This is an optimization exercise on Yosys and OpenROAD, whose aim is small area and a short achievable clock period, not a production implementation.
Where RTL was checked, it was by simulation tests only, not by an equivalence proof against the original.
No activity file was given, so power comes from the tool's default toggle rates.

// ava_core
module ava_core (
    input  wire        clk,
    input  wire        rst,           
    input  wire [15:0] prog_len,      
    output wire [15:0] prog_addr,     
    input  wire [7:0]  prog_data,     
    output reg  [31:0] stk_w_data,
    output reg         stk_w_valid,
    input  wire        stk_w_ready,
    input  wire [31:0] stk_r_data,
    input  wire        stk_r_valid,
    output reg         stk_r_ready,
    output reg  [7:0]  out_data,
    output reg         out_valid,
    input  wire        out_ready,
    output wire        halt,
    output wire        fault,
    output wire [2:0]  cause,
    output wire        push_lost,
    output wire        out_lost
);
export LEC_CHECK = 0
export CAP_MARGIN = 20
export CORE_MARGIN = 2
export CORE_UTILIZATION = 60
export PLACE_DENSITY = 0.68
export SETUP_SLACK_MARGIN = 5.0
export SLEW_MARGIN = 20
export SYNTH_HIERARCHICAL = 1
create_clock -name core_clock -period 10.0 [get_ports {clk}]
standard.sh (not shown) runs the stock make flow with config.mk's settings and CLKGATE_MAP_FILE= SYNTH_SCRIPT=/design/flow/synth_recipe.tcl, a recipe that flattens the netlist after the stock synthesis.
==> flow/flow/run.sh <==
#!/bin/bash
# The standard layout, with plain buffers (not delay cells) on the ports and
# a clock tree of smaller leaf buffers.
set -euo pipefail
export BUFFER_PORTS_ARGS="-buffer_cell sky130_fd_sc_hd__buf_2"
export CTS_ARGS="-sink_clustering_enable -repair_clock_nets -root_buf sky130_fd_sc_hd__clkbuf_16 -buf_list {sky130_fd_sc_hd__clkbuf_8} -sink_clustering_size 10 -sink_clustering_max_diameter 50 -sink_clustering_buffer sky130_fd_sc_hd__clkbuf_4 -dont_use_dummy_load"
bash standard.sh finish > standard_flow.log 2>&1
The starting point completed with no timing, DRC or antenna violations.
==> next run, changes <==
CORE_UTILIZATION = 65   (was 60)
PLACE_DENSITY = 0.72   (was 0.68)
SETUP_SLACK_MARGIN = 4.85   (was 5.0)
Effect:
- The changed run finished clean
- fmax decreases by 1.7%
- worst setup slack degrades by 86 ps
- cell area went down by 0.97%
- hold slack hardly moves
- synthesized cell count stays the same
- clock-buffer cell count shrinks by 4
- cell count goes down by 0.85%
- register-to-register slack degrades by 20 ps
- clock power drops by 9.8%
- non-clock buffer count came out lower by 2
- wire length went up by 1.1%
==> next run, changes <==
SETUP_SLACK_MARGIN = 5.0   (was 4.85)
Result: Maximum frequency grows by 3.9%. Total power grows by 1.4%. Non-clock buffer count grows by 5. Cell area grows by 0.69%. Synthesized cell count does not change. Wire length barely changes. Register-to-register slack barely changes. Global-route usage stays flat. Setup slack gets better by 190 ps. Sequential share of layout area shrinks by 0.24 points.
==> next run, changes <==
CORE_UTILIZATION = 75   (was 65)
PLACE_DENSITY = 0.82   (was 0.72)
The new run passed the timing, DRC and antenna checks.
Synthesized area does not change.
Non-clock buffer count does not change.
Combinational power rises by a few percent.
Power rises by a few percent.
Worst setup slack gets worse by 100 ps.
Sequential power stays flat.
Design area hardly moves.
Critical path depth rises by 5.
Final cell count falls by a few percent.
Global-route usage rises by 6.6 points.
Flip-flop and latch count stays the same.
==> next run, changes <==
CORE_UTILIZATION = 65   (was 75)
PLACE_DENSITY = 0.72   (was 0.82)
TNS_END_PERCENT = 30   (was unset)
After rerunning: The new run went through all stages and came out clean; hold slack degrades by 6.0 ps; final area is about the same; routed wire length goes down by 3.6%; sequential cell count does not change; maximum frequency is higher by 0.73%; sequential share of layout area barely changes; cell count went up by 2.4%; worst setup slack improves by 36 ps.
==> next run, changes <==
--- a/flow/flow/run.sh
+++ b/flow/flow/run.sh
@@ -6,2 +6,3 @@
 export CTS_ARGS="-sink_clustering_enable -repair_clock_nets -root_buf sky130_fd_sc_hd__clkbuf_16 -buf_list {sky130_fd_sc_hd__clkbuf_8} -sink_clustering_size 10 -sink_clustering_max_diameter 50 -sink_clustering_buffer sky130_fd_sc_hd__clkbuf_4 -dont_use_dummy_load"
+export SETUP_SLACK_MARGIN=5.4
 bash standard.sh finish > standard_flow.log 2>&1
SETUP_SLACK_MARGIN = unset   (was 5.0)
TNS_END_PERCENT = unset   (was 30)
First-iteration DRC count went up by 17%.
Count of clock-buffer cells in the layout rose by 4.
Clock skew climbs by 26 ps.
Via count rises by 4.2%.
Non-clock buffer count came out higher by 28.
Worst setup slack improved by 140 ps.

## cedar
ava_core, a different RTL version from the one above (not shown whole).
Size in the first run: about 1500 cells after synthesis, about 130 I/O pins.
make LEC_CHECK=0 CAP_MARGIN=20 CORE_MARGIN=2 CORE_UTILIZATION=55 SLEW_MARGIN=20 finish   # period 10.0 ns
run.sh (not shown) runs the stock make flow with config.mk's settings and CLKGATE_MAP_FILE= SYNTH_SCRIPT=/design/flow/synth_recipe.tcl, a recipe that flattens the netlist after the stock synthesis.
Stock flow here: none of the scripts above is used.
Edits applied to the flow inputs when going from cedar to oak:
- ABC_CLOCK_PERIOD_IN_PS now 4500, previously not set
- SETUP_SLACK_MARGIN now 5, previously not set
## What came out
cedar ended up with input port to primary output as its kind of critical path; oak ended up with flop to primary output.
From cedar to oak the numbers moved as follows: routed length on met2 climbed 1900 um; setup slack has increased; total power grew by 0.00028 W; mean area per synthesized cell flat.
Per the comparison of oak with cedar, number of buffers inserted to repair setup after CTS saw an increase; clock-buffer cell count moved up; post-route worst hold slack moved down.
Function was not checked in any run of this note: the RTL went through the layout flow alone.

## trial 5
ava_core, a different RTL version from the one above (not shown whole).
Size: roughly 240 flip-flops, ~130 I/O pins.
make LEC_CHECK=0 CAP_MARGIN=20 CORE_MARGIN=2 CORE_UTILIZATION=55 SETUP_SLACK_MARGIN=4.7 SLEW_MARGIN=20 finish   # period 10.0 ns
Trial 5 completed end to end with timing, DRC and antenna clean.
[inputs] build 9 vs trial 5
# trial 5
export LEC_CHECK = 0
export CAP_MARGIN = 20
export CORE_MARGIN = 2
export CORE_UTILIZATION = 55
export SETUP_SLACK_MARGIN = 4.7
export SLEW_MARGIN = 20
create_clock -name core_clock -period 10.0 [get_ports {clk}]
# build 9
export LEC_CHECK = 0
export ABC_CLOCK_PERIOD_IN_PS = 4500
export CAP_MARGIN = 20
export CORE_MARGIN = 2
export CORE_UTILIZATION = 55
export SETUP_SLACK_MARGIN = 5
export SLEW_MARGIN = 20
create_clock -name core_clock -period 10.0 [get_ports {clk}]
### Flow results
Fmax: trial 5 vs build 9, no meaningful difference. On routed metal-1 wire length: between build 9 and trial 5, it ends up higher for build 9. Simple logic cell fraction of the synthesized area came out exactly the same in build 9 and trial 5. Setup slack: build 9 and trial 5 compared, higher one is trial 5. Build 9 vs. trial 5: design area up 3.0%, cell count after placement flat. Summary of build 9 over trial 5: number of clock buffers inserted by TritonCTS now sits lower; number of antenna violations at the first check in global routing closely matched the old numbers; total wire length after detailed routing moved up; buffering stage count on the worst path with inverters included now smaller.

ava_core with an RTL version that a note above also has.
Size: roughly 230 flip-flops, ~130 I/O pins.
Settings: LEC_CHECK=0, CAP_MARGIN=20, CORE_MARGIN=2, CORE_UTILIZATION=65, PLACE_DENSITY=0.72, SETUP_SLACK_MARGIN=4.7, SLEW_MARGIN=20, SYNTH_HIERARCHICAL=1; clock period 10.0 ns.
standard.sh (not shown) runs the stock make flow with config.mk's settings and CLKGATE_MAP_FILE= SYNTH_SCRIPT=/design/flow/synth_recipe.tcl, a recipe that flattens the netlist after the stock synthesis.
==> flow/flow/run.sh <==
#!/bin/bash
# The standard layout, with plain buffers (not delay cells) on the ports and
# a clock tree of smaller leaf buffers.
set -euo pipefail
export BUFFER_PORTS_ARGS="-buffer_cell sky130_fd_sc_hd__buf_2"
export CTS_ARGS="-sink_clustering_enable -repair_clock_nets -root_buf sky130_fd_sc_hd__clkbuf_16 -buf_list {sky130_fd_sc_hd__clkbuf_8} -sink_clustering_size 10 -sink_clustering_max_diameter 50 -sink_clustering_buffer sky130_fd_sc_hd__clkbuf_4 -dont_use_dummy_load"
bash standard.sh finish > standard_flow.log 2>&1
Change:
==> flow/flow/run.sh (replaced) <==
#!/bin/bash
# The standard layout, with plain buffers (not delay cells) on the ports and
# a clock tree of smaller leaf buffers.
set -euo pipefail
export BUFFER_PORTS_ARGS="-buffer_cell sky130_fd_sc_hd__buf_1"
export CTS_ARGS="-sink_clustering_enable -repair_clock_nets -root_buf sky130_fd_sc_hd__clkbuf_16 -buf_list {sky130_fd_sc_hd__clkbuf_8} -sink_clustering_size 10 -sink_clustering_max_diameter 50 -sink_clustering_buffer sky130_fd_sc_hd__clkbuf_4 -dont_use_dummy_load"
bash standard.sh finish > standard_flow.log 2>&1
SETUP_SLACK_MARGIN = 5.0   (was 4.7)
Final area goes up by 0.99%.
Routed wire length decreases by 1.2%.
Via count goes up by 0.34%.
Worst hold slack improved by 0.019 ns.

ava_core with an RTL version that a note above also has.
Size: roughly 1600 cells after synthesis, ~240 flip-flops, roughly 16000 um2 of cells after synthesis.
Settings: LEC_CHECK=0, ABC_CLOCK_PERIOD_IN_PS=4500, CAP_MARGIN=20, CORE_MARGIN=2, CORE_UTILIZATION=55, SETUP_SLACK_MARGIN=5, SLEW_MARGIN=20; clock period 10.0 ns.
==> flow/flow/run.sh <==
#!/bin/bash
# The standard layout, with plain buffers (not delay cells) on the ports.
set -euo pipefail
export BUFFER_PORTS_ARGS="-buffer_cell sky130_fd_sc_hd__buf_2"
bash standard.sh finish > standard_flow.log 2>&1
The first run produced a clean layout.
Then changed:
Settings changed: ABC_CLOCK_PERIOD_IN_PS 4500 to not set, SETUP_SLACK_MARGIN 5 to 4.7.
Fmax goes down by 1.0%.
Non-clock buffer count drops by 40.
Hold slack is about the same.
Global-route usage fell by 1.2 points.
Then changed:
==> flow/flow/run.sh (replaced) <==
#!/bin/bash
# The standard layout, with plain buffers (not delay cells) on the ports.
set -euo pipefail
export BUFFER_PORTS_ARGS="-buffer_cell sky130_fd_sc_hd__buf_1"
bash standard.sh finish > standard_flow.log 2>&1
Settings changed: ABC_CLOCK_PERIOD_IN_PS set to 4500, SETUP_SLACK_MARGIN 4.7 to 5.
After rerunning:
- The new run finished clean
- die area does not change
- cell count came out higher by 2.1%
- clock skew decreases by 16 ps
- sequential share of layout area goes down by 1.2 points
Then changed:
==> flow/run.sh (new file) <==
#!/bin/bash
# synth_recipe.tcl (not shown) runs the flow's synth.tcl, then flattens the netlist and writes it again
# the make line also repeats each setting of config.mk as NAME=value (left out here)
make -C /OpenROAD-flow-scripts/flow DESIGN_CONFIG=/design/flow/config.mk WORK_HOME=/design/flow/orfs CLKGATE_MAP_FILE= SYNTH_SCRIPT=/design/flow/synth_recipe.tcl finish
Settings changed: ABC_CLOCK_PERIOD_IN_PS 4500 to 2000.
removed: flow/flow/run.sh
removed: flow/standard.sh
Effect: Via count rose by 2.5%. Setup slack gets worse by 81 ps. Worst hold slack gets better by 11 ps. Cell count rose by 0.96%. Utilization rose by 3.9 points. Total power rose by 3.3%. Sequential cell count stays the same. Area after synthesis stays the same. Global-route usage rose by 1.1 points.

[afterwards: timing with drivers on the ports]
How much do the figures lean on ideal ports? The routed layouts below were timed once more, with nothing changed but the port constraints.
Step 1 (the two cells are an assumption about what drives the block):
set clk [get_ports {clk}]
set_driving_cell -lib_cell sky130_fd_sc_hd__clkbuf_16 $clk
set_driving_cell -lib_cell sky130_fd_sc_hd__buf_2 [delete_from_list [all_inputs] $clk]
Step 2 also shifts input and output timing later by t, the mid clock arrival at the registers, as if the neighbouring blocks saw the same clock.
Three values: ideal ports, drivers, drivers and shift; two values: the first two.
| run | shift t [ns] | slack for setup (ns) | hold WS [ns] | clock arrival spread, ns | worst slew at a driven data input, ns |
|---|---|---|---|---|---|
| the first run of note 1 | 0.517 | 4.986 / 4.938 / 4.583 | 0.466 / 0.466 / 0.466 | 0.057 / 0.058 | 0.06 |
| the second run of note 1 | 0.540 | 4.900 / 4.864 / 4.569 | 0.467 / 0.467 / 0.467 | 0.065 / 0.065 | 0.06 |
| the third run of note 1 | 0.535 | 5.094 / 5.045 / 4.603 | 0.478 / 0.478 / 0.478 | 0.062 / 0.063 | 0.07 |
| the fourth run of note 1 | 0.529 | 4.992 / 4.992 / 4.513 | 0.475 / 0.475 / 0.475 | 0.084 / 0.084 | 0.08 |
| the fifth run of note 1 | 0.529 | 5.028 / 4.977 / 4.561 | 0.469 / 0.469 / 0.469 | 0.060 / 0.060 | 0.06 |
| the sixth run of note 1 | 0.510 | 5.173 / 5.122 / 4.795 | 0.488 / 0.488 / 0.488 | 0.088 / 0.088 | 0.19 |
| cedar | 0.601 | 3.447 / 3.427 / 3.427 | 0.478 / 0.478 / 0.478 | 0.015 / 0.015 | 0.09 |
| oak | 0.611 | 4.531 / 4.474 / 4.528 | 0.472 / 0.472 / 0.472 | 0.034 / 0.033 | 0.09 |
| trial 5 | 0.609 | 4.756 / 4.717 / 4.392 | 0.477 / 0.477 / 0.477 | 0.049 / 0.050 | 0.05 |
| build 9 | 0.599 | 4.745 / 4.690 / 4.556 | 0.471 / 0.471 / 0.471 | 0.021 / 0.021 | 0.08 |
| the first run of note 4 | 0.540 | 4.732 / 4.711 / 4.567 | 0.458 / 0.458 / 0.458 | 0.058 / 0.058 | 0.06 |
| the second run of note 4 | 0.526 | 5.058 / 5.008 / 4.652 | 0.476 / 0.476 / 0.476 | 0.081 / 0.082 | 0.06 |
| the first run of note 5 | 0.601 | 4.801 / 4.764 / 4.430 | 0.472 / 0.472 / 0.472 | 0.012 / 0.012 | 0.06 |
| the second run of note 5 | 0.595 | 4.748 / 4.725 / 4.599 | 0.469 / 0.469 / 0.469 | 0.029 / 0.029 | 0.07 |
| the third run of note 5 | 0.605 | 4.826 / 4.773 / 4.531 | 0.460 / 0.460 / 0.460 | 0.014 / 0.014 | 0.06 |
| the fourth run of note 5 | 0.599 | 4.745 / 4.690 / 4.556 | 0.471 / 0.471 / 0.471 | 0.021 / 0.021 | 0.08 |
After both steps setup and hold are still met in every run listed. For the third run of note 1, which loses most, drivers alone change the setup slack by -0.049 ns; drivers and shift together by -0.491 ns.
